Background: an optimization exercise with open tools, aiming at small area, a short achievable clock period and few clock cycles per item. Do not read the settings as production practice.
In this exercise RTL edits were held to simulation tests only and were not proved equivalent to the original.
Power is estimated from default activity; no workload was simulated.

== 08-25 ==
## pxc_morph
module pxc_morph #(
    parameter integer MAX_W = 64
) (
    input  wire       clk,
    input  wire       rst,           
    input  wire       cfg_valid,
    output wire       cfg_ready,
    input  wire       cfg_op,        
    input  wire [7:0] cfg_tgt,       
    input  wire [7:0] cfg_def,       
    input  wire [6:0] cfg_width,     
    input  wire [7:0] cfg_height,    
    input  wire       in_valid,
    output wire       in_ready,
    input  wire [7:0] in_mask,
    output reg        out_valid,
    input  wire       out_ready,
    output reg  [7:0] out_mask
);
For scale: roughly 1900 cells after synthesis, about 56 I/O pins, about 28000 um^2 of cells after synthesis.
export LEC_CHECK = 0
export CAP_MARGIN = 20
export CORE_MARGIN = 2
export CORE_UTILIZATION = 40
export SLEW_MARGIN = 20
create_clock -name core_clock -period 12.0 [get_ports {clk}]
standard.sh (not shown) runs the stock make flow with config.mk's settings and CLKGATE_MAP_FILE= SYNTH_SCRIPT=/design/flow/synth_recipe.tcl, a recipe that flattens the netlist after the stock synthesis.
==> flow/flow/run.sh <==
#!/bin/bash
# Own layout flow: the standard flow (standard synthesis, same SDC and
# clock period), with these changes to how the layout is made:
#  - the port buffers are buf_2 cells instead of the delay buffers that
#    buffer_ports picks by default (repair_timing upsizes them where needed);
#  - repair_timing (floorplan, CTS and global-route stages) aims for a setup
#    slack of SETUP_SLACK_MARGIN ns, so that it shortens the paths that set
#    the period the design reaches;
#  - CTS builds fewer, larger sink clusters, and the core is filled to 55%.
# Each step's output goes to its own log in this folder; ORFS's own per-step
# logs are under orfs/logs.
set -euo pipefail
KNOBS=(
  "BUFFER_PORTS_ARGS=-buffer_cell sky130_fd_sc_hd__buf_2"
  "SETUP_SLACK_MARGIN=8.5"
  "CTS_BUF_LIST=sky130_fd_sc_hd__clkbuf_16"
  "CTS_CLUSTER_SIZE=28"
  "CTS_CLUSTER_DIAMETER=80"
  "CORE_UTILIZATION=55"
)
for step in synth floorplan place cts route finish; do
  bash standard.sh "${KNOBS[@]}" "$step" > "flow_${step}.log" 2>&1
done
08-25: full flow OK, the timing, design-rule and antenna checks passed
Testbench counts of 08-25, summed over its fixed seeds: cycles 63,623, items 62,259.
Setup changes, 08-25 to 05-12
--- a/flow/flow/run.sh
+++ b/flow/flow/run.sh
@@ -15,5 +15,5 @@
   "SETUP_SLACK_MARGIN=8.5"
   "CTS_BUF_LIST=sky130_fd_sc_hd__clkbuf_16"
-  "CTS_CLUSTER_SIZE=28"
+  "CTS_CLUSTER_SIZE=24"
   "CTS_CLUSTER_DIAMETER=80"
   "CORE_UTILIZATION=55"
### Flow results
- Summary — met2 demand-to-capacity share in global routing, 05-12 relative to 08-25: higher, by 0.19 points.
- Clock power share was lower in 05-12 than in 08-25.
- Diff 08-25..05-12 | share of power burned in combinational logic | negligible
- Delta (05-12 minus 08-25): fraction of standard cell area that is sequential flat, setup slack down 5.8 ps.
- The aggregate global-route resource usage on 08-25 is in line with that on 05-12.
- Relative to 08-25, the aggregate routed wire length measured on 05-12 has decreased slightly.
- Sum of met3 wire segment lengths after detailed routing (05-12 vs. 08-25) increases by a few percent
- 05-12 closes out successfully: all stages finished, all timing, DRC and antenna checks passed.
- The worst hold slack across all endpoints number comes out higher for 08-25 vs 05-12.

* * *

Another version of the RTL of pxc_morph (not shown whole).
Size: roughly 1900 cells after synthesis, roughly 710 flip-flops, ~56 I/O pins, ~28000 µm² of cells after synthesis.
Settings: LEC_CHECK=0, CAP_MARGIN=20, CORE_MARGIN=2, CORE_UTILIZATION=40, SLEW_MARGIN=20; clock period 12.0 ns.
==> flow/flow/run.sh <==
#!/bin/bash
# Own layout flow: the standard flow (standard synthesis, same SDC and
# clock period), with these changes to how the layout is made:
#  - the port buffers are buf_2 cells instead of the delay buffers that
#    buffer_ports picks by default (repair_timing upsizes them where needed);
#  - repair_timing (floorplan, CTS and global-route stages) aims for a setup
#    slack of SETUP_SLACK_MARGIN ns, so that it shortens the paths that set
#    the period the design reaches;
#  - CTS builds fewer, larger sink clusters, and the core is filled to 55%.
# Each step's output goes to its own log in this folder; ORFS's own per-step
# logs are under orfs/logs.
set -euo pipefail
KNOBS=(
  "BUFFER_PORTS_ARGS=-buffer_cell sky130_fd_sc_hd__buf_2"
  "SETUP_SLACK_MARGIN=8.7"
  "CTS_BUF_LIST=sky130_fd_sc_hd__clkbuf_16"
  "CTS_CLUSTER_SIZE=24"
  "CTS_CLUSTER_DIAMETER=80"
  "CORE_UTILIZATION=55"
)
for step in synth floorplan place cts route finish; do
  bash standard.sh "${KNOBS[@]}" "$step" > "flow_${step}.log" 2>&1
done
Testbench counts at the start, summed over its fixed seeds: cycles 63,623, items 62,259.
==> next run, changes <==
--- a/flow/flow/run.sh
+++ b/flow/flow/run.sh
@@ -14,3 +14,3 @@
   "BUFFER_PORTS_ARGS=-buffer_cell sky130_fd_sc_hd__buf_2"
-  "SETUP_SLACK_MARGIN=8.7"
+  "SETUP_SLACK_MARGIN=8.5"
   "CTS_BUF_LIST=sky130_fd_sc_hd__clkbuf_16"
Global-route usage decreases by 0.61 points.
Combinational power decreases by a few percent.
Die area stays the same.
First-iteration DRC count decreases slightly.
Synthesized area stays the same.
Utilization decreases by 0.35 points.
Worst hold slack improves by 8.9 ps.
Worst setup slack degrades by 160 ps.
Final area decreases slightly.
Routed wire length decreases slightly.

[port drivers added, routing unchanged]
How much do the figures lean on ideal ports? The routed layouts below were timed once more, with nothing changed but the port constraints. Step 1 assumes that a clkbuf_16 drives the clock port and a buf_2 every other input. Step 2 moves the port delays by t, midway between the first and last clock arrival at a register: inputs arrive t later, outputs are due t later. That takes back most of the time a late clock gives input paths. a / b / c = ideal ports / drivers / drivers and shift; a / b = the first two.
run	t, ns	setup WS [ns]	pins driven straight from the clock port
08-25	0.645	8.491 / 8.432 / 8.003	1
05-12	0.652	8.485 / 8.421 / 8.014	1
the first run of note 2	0.657	8.554 / 8.493 / 7.965	1
the second run of note 2	0.657	8.397 / 8.397 / 7.842	1
After both steps every run listed still meets setup and hold. For the first run of note 2, which loses most, drivers alone change the setup slack by -0.061 ns; drivers and shift together by -0.589 ns.
